Source: an optimization exercise on an open RTL-to-GDS flow (aim: small area, a short achievable clock period and few clock cycles). Production flows keep margins and buffers that such runs may drop. In this exercise RTL edits were held to simulation tests only and were not proved equivalent to the original. Power and IR drop assume default switching activity.

==> flow/design.v (excerpt) <==
module pvc_sram_exerciser (
    input  wire        clk,
    input  wire        rst,
    input  wire        start,
    input  wire [2:0]  cfg_sel,
    input  wire        cfg_rw,
    input  wire        cfg_ret,
    input  wire        cfg_siz,
    output wire        busy,
    output wire        done,
    output wire        fault,
    output wire [3:0]  fault_code,
    output wire        verdict_fail,
    output reg  [31:0] fail_count,
    output wire        ev_valid,
    output reg  [2:0]  ev_kind,
    output wire [31:0] ev_data,
    input  wire        ev_ready,
    input  wire        rsp_valid,
    input  wire [2:0]  rsp_nsym,
    input  wire        rsp_z,
    input  wire [7:0]  rsp_byte,
    input  wire [2:0]  rec_idx,
    output wire        rec_addr_valid,
    output wire [19:0] rec_addr,
    output wire [7:0]  rec_label,
    output reg  [1:0]  rec_kind,
    output reg  [7:0]  rec_expect,
    output wire [7:0]  rec_act_val,
    output wire [7:0]  rec_act_zmask
);
Settings: LEC_CHECK=0, CAP_MARGIN=20, CORE_MARGIN=2, CORE_UTILIZATION=30, SETUP_SLACK_MARGIN=1.0, SLEW_MARGIN=20; clock period 5.0 ns.
run.sh (not shown) runs the stock make flow with config.mk's settings and CLKGATE_MAP_FILE= SYNTH_SCRIPT=/design/flow/synth_recipe.tcl, a recipe that flattens the netlist after the stock synthesis.
The first run finished clean.
Testbench counts at the start, summed over its fixed seeds: cycles 1,723,440.
Then changed:
SETUP_SLACK_MARGIN = unset   (was 1.0)
Effect: The new run produced a clean layout; cell count decreases slightly; wire length falls slightly; power barely changes; worst setup slack is worse by 630 ps; worst hold slack gains 9.4 ps; die area stays the same; cell area fell slightly; critical path depth rises by 3; fmax went down by roughly a tenth; flip-flop and latch count is unchanged.

Starting RTL as in the previous note.
clock: 5.0 ns
lec_check: 0
cap_margin: 20
core_margin: 2
core_utilization: 30
setup_slack_margin: 1.6
slew_margin: 20
Testbench counts at the start, summed over its fixed seeds: cycles 1,723,440.
Next try:
- SETUP_SLACK_MARGIN: 1.6 -> 2.5
Wire length went up by 23%.
Total power went up by 2.6%.
Hold slack is worse by 12 ps.
Sequential share of layout area went down by 6.1 points.
Synthesized cell count is unchanged.
Clock power went down by about 3%.
Die area is unchanged.
Final area went up by 14%.
Area after synthesis is unchanged.
Sequential cell count does not change.
Cell count went up by 8.3%.

## run A
Another version of the RTL of pvc_sram_exerciser (not shown whole).
Size in the first run: roughly 1,200 cells after synthesis, roughly 160 I/O pins, ~0.016 mm2 of cells after synthesis.
export LEC_CHECK = 0
export CAP_MARGIN = 20
export CORE_MARGIN = 2
export CORE_UTILIZATION = 70
export CTS_BUF_LIST = sky130_fd_sc_hd__clkbuf_16
export CTS_CLUSTER_DIAMETER = 100
export CTS_CLUSTER_SIZE = 25
export SETUP_SLACK_MARGIN = 1.55
export SLEW_MARGIN = 20
export SYNTH_HIERARCHICAL = 1
create_clock -name core_clock -period 5.0 [get_ports {clk}]
standard.sh (not shown) runs the stock make flow with config.mk's settings and CLKGATE_MAP_FILE= SYNTH_SCRIPT=/design/flow/synth_recipe.tcl, a recipe that flattens the netlist after the stock synthesis.
==> flow/flow/run.sh <==
#!/bin/bash
# The standard layout, with plain buffers (buf_1) on the ports instead of
# the delay buffers buffer_ports picks by default. make's full output goes
# to standard.log in the work folder.
set -euo pipefail
export BUFFER_PORTS_ARGS="-buffer_cell sky130_fd_sc_hd__buf_1"
bash standard.sh finish > standard.log 2>&1
Run A went all the way through the flow, and no timing, DRC or antenna check failed.
Testbench counts of run A, summed over its fixed seeds: cycles 1,723,440.
For run B, these inputs were changed with respect to run A:
# run A
export LEC_CHECK = 0
export CAP_MARGIN = 20
export CORE_MARGIN = 2
export CORE_UTILIZATION = 70
export CTS_BUF_LIST = sky130_fd_sc_hd__clkbuf_16
export CTS_CLUSTER_DIAMETER = 100
export CTS_CLUSTER_SIZE = 25
export SETUP_SLACK_MARGIN = 1.55
export SLEW_MARGIN = 20
export SYNTH_HIERARCHICAL = 1
create_clock -name core_clock -period 5.0 [get_ports {clk}]
# run B
export LEC_CHECK = 0
export CAP_MARGIN = 20
export CORE_MARGIN = 2
export CORE_UTILIZATION = 62
export CTS_BUF_LIST = sky130_fd_sc_hd__clkbuf_16
export CTS_CLUSTER_DIAMETER = 100
export CTS_CLUSTER_SIZE = 25
export SETUP_SLACK_MARGIN = 1.6
export SLEW_MARGIN = 20
export SYNTH_HIERARCHICAL = 1
create_clock -name core_clock -period 5.0 [get_ports {clk}]
[summary]
Diff run B..run A | power consumed by the clock network | negligible. Per the comparison of run B with run A, power rose about 0.6%, maximum resistive drop on vdd has increased. Comparing run B with run A, the source-to-sink clock delay at the later pin of the worst-skew pair came out essentially unchanged.
For run C, these inputs were changed with respect to run B:
# run B
export LEC_CHECK = 0
export CAP_MARGIN = 20
export CORE_MARGIN = 2
export CORE_UTILIZATION = 62
export CTS_BUF_LIST = sky130_fd_sc_hd__clkbuf_16
export CTS_CLUSTER_DIAMETER = 100
export CTS_CLUSTER_SIZE = 25
export SETUP_SLACK_MARGIN = 1.6
export SLEW_MARGIN = 20
export SYNTH_HIERARCHICAL = 1
create_clock -name core_clock -period 5.0 [get_ports {clk}]
# run C
export LEC_CHECK = 0
export CAP_MARGIN = 20
export CORE_MARGIN = 2
export CORE_UTILIZATION = 76
export CTS_BUF_LIST = sky130_fd_sc_hd__clkbuf_16
export CTS_CLUSTER_DIAMETER = 100
export CTS_CLUSTER_SIZE = 25
export SETUP_SLACK_MARGIN = 1.6
export SLEW_MARGIN = 20
export SYNTH_HIERARCHICAL = 1
create_clock -name core_clock -period 5.0 [get_ports {clk}]
--- outcome ---
- The final layout from run C, which completed every stage, passed the timing, design-rule and antenna checks at the end of the flow.
- Taking run B as the reference, in run C post-route clock period utilization shows an increase of 3.8 points, clock power shows no meaningful change.
- Summary of run C over run B: fraction of power consumed by the clock network -0.4 points; register-to-register slack -0.09 ns; worst hold slack -0.0077 ns; largest stage delay on the critical path -0.03 ns; cell-internal power ~0 delta.
- [run C vs run B] least setup slack across all paths after layout: lower in run C
- Run B → run C: routed length on met2 higher, met2 capacity usage during global routing saw an increase.

## re-timing with driven ports
The flow's constraints put no driver on any port. The routed layouts listed below were extracted and timed again, unchanged, in two steps.
Step 1, drivers: a clkbuf_16 drives clk and a buf_2 each remaining input, both assumed.
Step 2, shift: input delay + t, output delay - t, t = (earliest + latest rising clock arrival at the registers) / 2. This alone moves slack from input paths to output paths.
Three values: no drivers, after step 1, after step 2; two values: the first two.
run | shift t [ns] | slack for setup (ns) | latest minus earliest clock arrival (ns)
the first run of note 1 | 0.585 | 1.034 / 0.963 / 0.963 | 0.021 / 0.020
the second run of note 1 | 0.595 | 0.400 / 0.361 / 0.361 | 0.020 / 0.020
the first run of note 2 | 0.585 | 1.067 / 0.981 / 0.981 | 0.027 / 0.027
the second run of note 2 | 0.597 | 1.076 / 0.903 / 0.903 | 0.028 / 0.029
run A | 0.565 | 1.631 / 1.592 / 1.391 | 0.019 / 0.019
run B | 0.561 | 1.666 / 1.611 / 1.313 | 0.022 / 0.022
run C | 0.565 | 1.476 / 1.444 / 1.376 | 0.015 / 0.015
After both steps setup and hold are still met in every run listed. The setup slack of run B, which loses most, moves by -0.055 ns with the drivers and by -0.353 ns with both steps.
